What follows belongs to an exercise in optimizing a design on an open flow for small area, a short achievable clock period and few clock cycles per item; a production flow would make more cautious choices. The RTL was checked by simulation tests, not by an equivalence proof against the original design. Power figures rest on the tool's default switching activity, not on a simulated workload.

== job 5407 ==
==> flow/design.v <==
module gt06_rx (
    input  wire        clk,
    input  wire        rst,
    input  wire        lenient,
    input  wire        in_valid,
    output wire        in_ready,
    input  wire [7:0]  in_data,
    output reg         rec_valid,
    input  wire        rec_ready,
    output reg  [2:0]  rec_type,
    output reg  [15:0] rec_data
);
    localparam [2:0] R_NOISE  = 3'd1,
                     R_BADLEN = 3'd2,
                     R_BADEND = 3'd3,
                     R_CRCERR = 3'd4,
                     R_HDR    = 3'd5;    
    localparam [2:0] S_SEEK0 = 3'd0,     
                     S_SEEK1 = 3'd1,     
                     S_GETL  = 3'd2,     
                     S_BODY  = 3'd3,     
                     S_E0    = 3'd4,     
                     S_E1    = 3'd5;     
    localparam QD = 4;                   
    reg [7:0] mem [0:255];
    reg [8:0] tail;                      
    reg [8:0] head;                      
    reg [7:0] rp;                        
    reg       rdy;
    reg [7:0] sb;                        
    reg       sb_v;
    reg [7:0] ib;                        
    reg       ib_v;
    assign in_ready = rdy;
    wire acc = in_valid & rdy;
    reg [2:0]  sst;
    reg        resc;                     
    reg [7:0]  rb;                       
    reg        rb_v;
    reg [8:0]  sp;                       
    reg [7:0]  len;
    reg [7:0]  cnt;                      
    reg [15:0] fcs;
    reg        crc_hi_ok;                
    reg [7:0]  e0;
    reg        crc_ok;
    reg        len_q;                    
    reg        crc_told;                 
    reg [8:0]  cand;                     
    reg [18:0] q [0:QD-1];
    reg [1:0]  qw, qr;
    reg [2:0]  qn;
    reg [2:0]  fn;                       
    reg        e_act;
    reg        e_first;
    reg [7:0]  e_cnt;
    wire [7:0] rd = mem[rp];
    function [15:0] crc_byte;
        input [15:0] f;
        input [7:0]  b;
        integer k;
        begin
            crc_byte = f ^ {8'h00, b};
            for (k = 0; k < 8; k = k + 1)
                crc_byte = crc_byte[0] ? ((crc_byte >> 1) ^ 16'h8408) : (crc_byte >> 1);
        end
    endfunction
    wire [7:0] b   = resc ? rb : sb;
    wire       bv  = resc ? rb_v : sb_v;
    wire full   = (tail[7:0] == head[7:0]) && (tail[8] != head[8]);
    wire q_full = qn[2];
    reg        want_push;
    reg [18:0] push_rec;
    reg        want_store;
    reg        take;                     
    reg        redo;                     
    reg [2:0]  sst_n;
    reg        is_frame;
    wire [15:0] fcs_n = crc_byte((sst == S_GETL) ? 16'hFFFF : fcs, b);
    wire        b78   = (b == 8'h78);
    always @(*) begin
        want_push  = 1'b0;
        push_rec   = {R_NOISE, 8'h00, b};
        want_store = 1'b0;
        take       = 1'b1;
        redo       = 1'b0;
        sst_n      = sst;
        is_frame   = 1'b0;
        case (sst)
            S_SEEK0: begin
                if (b78)
                    sst_n = S_SEEK1;
                else
                    want_push = 1'b1;
            end
            S_SEEK1: begin
                if (b78)
                    sst_n = S_GETL;
                else begin
                    want_push = 1'b1;
                    push_rec  = {R_NOISE, 16'h0078};
                    take      = 1'b0;
                    sst_n     = S_SEEK0;
                end
            end
            S_GETL: begin
                if (b < 8'd3) begin
                    want_push = 1'b1;
                    push_rec  = {R_BADLEN, 8'h00, b};
                    take      = 1'b0;
                    sst_n     = S_SEEK0;
                end else
                    sst_n = S_BODY;
            end
            S_BODY: begin
                want_store = 1'b1;
                if (cnt == 8'd1)
                    sst_n = S_E0;
            end
            S_E0: begin
                want_store = 1'b1;
                sst_n      = S_E1;
            end
            default: begin   
                if (e0 != 8'h0D || b != 8'h0A) begin
                    want_push = 1'b1;
                    push_rec  = {R_BADEND, e0, b};
                    take      = 1'b0;
                    redo      = 1'b1;
                    sst_n     = S_SEEK0;
                end else if (!crc_ok && !crc_told) begin
                    want_push = 1'b1;
                    push_rec  = {R_CRCERR, ~fcs};
                    take      = !len_q;
                    sst_n     = len_q ? S_E1 : S_SEEK0;
                end else begin
                    want_push = 1'b1;
                    push_rec  = {R_HDR, len, cand[7:0]};
                    is_frame  = 1'b1;
                    sst_n     = S_SEEK0;
                end
            end
        endcase
    end
    wire store = want_store & ~resc;
    wire go    = bv & ~(want_push & q_full) & ~(store & full);
    wire push  = go & want_push;
    wire cons  = go & take;              
    reg         o_vn;
    reg  [2:0]  o_tn;
    reg  [15:0] o_dn;
    wire        oload  = o_vn | rec_ready;
    wire [18:0] qh     = q[qr];
    wire        q_emp  = (qn == 3'd0);
    wire        pop    = ~e_act & ~q_emp & oload;
    wire        pop_fr = pop & (qh[18:16] == R_HDR);
    wire        e_step = e_act & oload;
    wire        e_last = e_step & (e_cnt == 8'd1);
    wire s_need = resc & (~rb_v | (cons & ~redo));
    wire s_more = (sp != tail);
    wire s_load = s_need & s_more & ~e_act;
    reg         nv;
    reg  [2:0]  nt;
    reg  [15:0] nd;
    always @(*) begin
        nv = ~o_vn;
        nt = ~o_tn;
        nd = ~o_dn;
        if (pop) begin
            if (pop_fr) begin
                nv        = 1'b0;
                nd[15:8]  = qh[15:8];            
            end else begin
                nv        = 1'b1;
                nt        = qh[18:16];
                nd        = qh[15:0];
            end
        end else if (e_step) begin
            if (e_first) begin
                nv        = 1'b1;
                nt        = 3'd5;
                nd[7:0]   = rd;
            end else if (e_cnt == 8'd2) begin
                nv        = 1'b0;
                nd[15:8]  = rd;                  
            end else if (e_cnt == 8'd1) begin
                nv        = 1'b1;
                nt        = 3'd7;
                nd[7:0]   = rd;
            end else begin
                nv        = 1'b1;
                nt        = 3'd6;
                nd        = {8'h00, rd};
            end
        end else if (oload)
            nv = 1'b0;
    end
    always @(posedge clk) begin
        if (!full)
            mem[tail[7:0]] <= sb;
    end
    wire [8:0] qh_pos = {head[8] ^ (qh[7:0] < head[7:0]), qh[7:0]};
    wire [8:0] keep   = (sst == S_BODY || sst == S_E0 || sst == S_E1) ? cand :
                        (resc ? sp : tail);
    always @(posedge clk)
        len_q <= lenient;
    always @(posedge clk) begin
        o_tn     <= ~nt;
        o_dn     <= ~nd;
        rec_type <= nt;
        rec_data <= nd;
    end
    always @(posedge clk) begin
        if (rst) begin
            rdy       <= 1'b1;
            sb_v      <= 1'b0;
            ib_v      <= 1'b0;
            sst       <= S_SEEK0;
            resc      <= 1'b0;
            rb_v      <= 1'b0;
            crc_told  <= 1'b0;
            tail      <= 9'd0;
            head      <= 9'd0;
            qw        <= 2'd0;
            qr        <= 2'd0;
            qn        <= 3'd0;
            fn        <= 3'd0;
            e_act     <= 1'b0;
            rec_valid <= 1'b0;
            o_vn      <= 1'b1;
        end else begin
            if (sb_v & ~(cons & ~resc)) begin
                if (acc) begin
                    ib   <= in_data;
                    ib_v <= 1'b1;
                end
            end else if (ib_v) begin
                sb   <= ib;
                sb_v <= 1'b1;
                ib_v <= 1'b0;
            end else begin
                sb   <= in_data;
                sb_v <= acc;
            end
            if (ib_v)
                rdy <= ~ib_v | (cons & ~resc);
            else
                rdy <= ~(acc & sb_v & ~(cons & ~resc));
            if (go) begin
                sst <= sst_n;
                case (sst)
                    S_GETL: begin
                        len  <= b;
                        cnt  <= b;
                        fcs  <= fcs_n;
                        cand <= resc ? sp : tail;
                    end
                    S_BODY: begin
                        cnt <= cnt - 8'd1;
                        if (cnt > 8'd2)
                            fcs <= fcs_n;
                        if (cnt == 8'd2)
                            crc_hi_ok <= (~fcs[15:8] == b);
                        if (cnt == 8'd1)
                            crc_ok <= crc_hi_ok & (~fcs[7:0] == b);
                    end
                    S_E0: e0 <= b;
                    default: ;
                endcase
                crc_told <= (sst == S_E1) && (sst_n == S_E1);
                if (store)
                    tail <= tail + 9'd1;
            end
            if (go & redo) begin
                resc <= 1'b1;
                rb   <= len;
                rb_v <= 1'b1;
                sp   <= cand;
            end else if (resc) begin
                if (s_load) begin
                    rb   <= rd;
                    rb_v <= 1'b1;
                    sp   <= sp + 9'd1;
                end else if (cons)
                    rb_v <= 1'b0;
                if ((~rb_v | cons) & ~s_more)
                    resc <= 1'b0;
            end
            if (push) begin
                q[qw] <= push_rec;
                qw    <= qw + 2'd1;
            end
            if (pop)
                qr <= qr + 2'd1;
            qn <= qn + {2'd0, push} - {2'd0, pop};
            fn <= fn + {2'd0, push & is_frame} - {2'd0, pop_fr};
            o_vn      <= ~nv;
            rec_valid <= nv;
            if (e_step & e_last)
                e_act <= 1'b0;
            else if (pop_fr)
                e_act <= 1'b1;
            if (pop_fr) begin
                e_first <= 1'b1;
                e_cnt   <= qh[15:8];
            end else if (e_step) begin
                e_first <= 1'b0;
                e_cnt   <= e_cnt - 8'd1;
            end
            if (pop_fr)
                rp <= qh[7:0];
            else if (e_act & ~e_last)
                rp <= rp + {7'd0, e_step};
            else if (go & redo)
                rp <= cand[7:0];
            else
                rp <= s_load ? sp[7:0] + 8'd1 : sp[7:0];
            if (pop_fr)
                head <= qh_pos;
            else if (~e_act & (fn == 3'd0) & ~(push & is_frame))
                head <= keep;
        end
    end
endmodule
clock: 13.0 ns
lec_check: 0
cap_margin: 20
core_margin: 2
core_utilization: 70
cts_cluster_diameter: 60
cts_cluster_size: 30
slew_margin: 20
standard.sh (not shown) runs the stock make flow with config.mk's settings and CLKGATE_MAP_FILE= SYNTH_SCRIPT=/design/flow/synth_recipe.tcl, a recipe that flattens the netlist after the stock synthesis.
==> flow/flow/run.sh <==
#!/bin/bash
# The standard layout, with repair_timing asked for extra setup slack so that
# the layout closes well below the design's clock period (which is unchanged).
set -euo pipefail
bash standard.sh SETUP_SLACK_MARGIN=9.3 finish > make_finish.log 2>&1
No stage failed in job 5407, and the final checks on the layout all came back clean.
Testbench counts of job 5407, summed over its fixed seeds: cycles 11,599, bytes 11,304.
Edits applied to the flow inputs when going from job 5407 to job 351:
- CORE_UTILIZATION: 70 -> 65
==> flow/flow/run.sh <==
#!/bin/bash
# The standard layout, with repair_timing asked for extra setup slack so that
# the layout closes well below the design's clock period (which is unchanged).
set -euo pipefail
bash standard.sh SETUP_SLACK_MARGIN=8.9 finish > make_finish.log 2>&1
Findings:
Job 351 closes out successfully: all stages finished, all timing, DRC and antenna checks passed.
Taking job 5407 as the reference, in job 351 global-route usage lost 3.5 points; synthesis-to-layout area growth lost 0.79 points; adder and majority gate portion of the synthesized area neither gained nor lost much; total wirelength of the detailed-routed design lost 5.0%.
In job 351 relative to job 5407, met1 wire length had gone up slightly.
In the flow results for job 5407 and job 351, the sequential share of layout area is smaller on job 5407.
Job 351 vs. job 5407: final setup skew saw a decrease; wire length of the first global-routing pass saw a decrease; instance count along the most critical hold path saw an increase; count of clock-buffer cells in the layout saw an increase.
Against job 5407, reported sequential group power in job 351 fell slightly.
## Diff of input files: job 2590 against job 351
- changing CTS_CLUSTER_DIAMETER from 60 to 100
==> flow/flow/run.sh <==
#!/bin/bash
# The standard layout, with repair_timing asked for extra setup slack so that
# the layout closes well below the design's clock period (which is unchanged).
set -euo pipefail
bash standard.sh SETUP_SLACK_MARGIN=9.3 finish > make_finish.log 2>&1
- Job 2590 gives more critical path depth than job 351 did.
- Job 351 → job 2590: upper clock frequency limit saw an increase; net switching fraction of the power saw little to no change.
- Of the two candidates, job 351 has the worse design area and job 2590 the better one.
- Diff job 351 -> job 2590: sum of routed wire length over all layers higher, final total power lower, number of cells upsized or downsized after cts higher, worst slack on hold paths lower, number of non-clock buffers in the layout higher.
- Combinational fraction of design power, job 351 and job 2590: lower on job 351
Setup changes, job 2590 to job 7515
- CORE_UTILIZATION changed from 65 to 70
### Flow results
Job 7515 vs. job 2590: number of antenna violations at the first check in global routing picked up an extra 3, number of nets at the end of the flow comparable, share of post-route cells with drive strength above 1 lost 0.92 points, sequential share of layout area went up by 0.24 points, ratio of final minimum period to clock period held steady.
For job 2590, the startpoint-to-endpoint class of the critical path was register to register, unlike job 7515, where it was register to output pin.
[compare] base=job 2590 new=job 7515: register-to-register slack increased 60 ps; total detailed-routing wirelength shows an increase of about 0.8%.

port drivers added, routing unchanged:
The flow's constraints put no driver on any port. The routed layouts listed below were extracted and timed again, unchanged, in two steps. Step 1 assumes that a clkbuf_16 drives the clock port and a buf_2 every other input. Step 2, shift: input delay + t, output delay - t, t = (earliest + latest rising clock arrival at the registers) / 2. This alone moves slack from input paths to output paths. a / b / c = ideal ports / drivers / drivers and shift; a / b = the first two.
| run | t (ns) | setup slack, ns | worst slew at a driven data input, ns |
|---|---|---|---|
| job 5407 | 0.873 | 9.145 / 9.069 / 8.437 | 0.05 |
| job 351 | 0.877 | 8.954 / 8.879 / 8.152 | 0.04 |
| job 2590 | 0.812 | 9.168 / 9.106 / 8.507 | 0.05 |
| job 7515 | 0.822 | 9.176 / 9.094 / 8.452 | 0.05 |
After both steps every run listed still meets setup and hold. For job 351, which loses most, drivers alone change the setup slack by -0.075 ns; drivers and shift together by -0.802 ns.
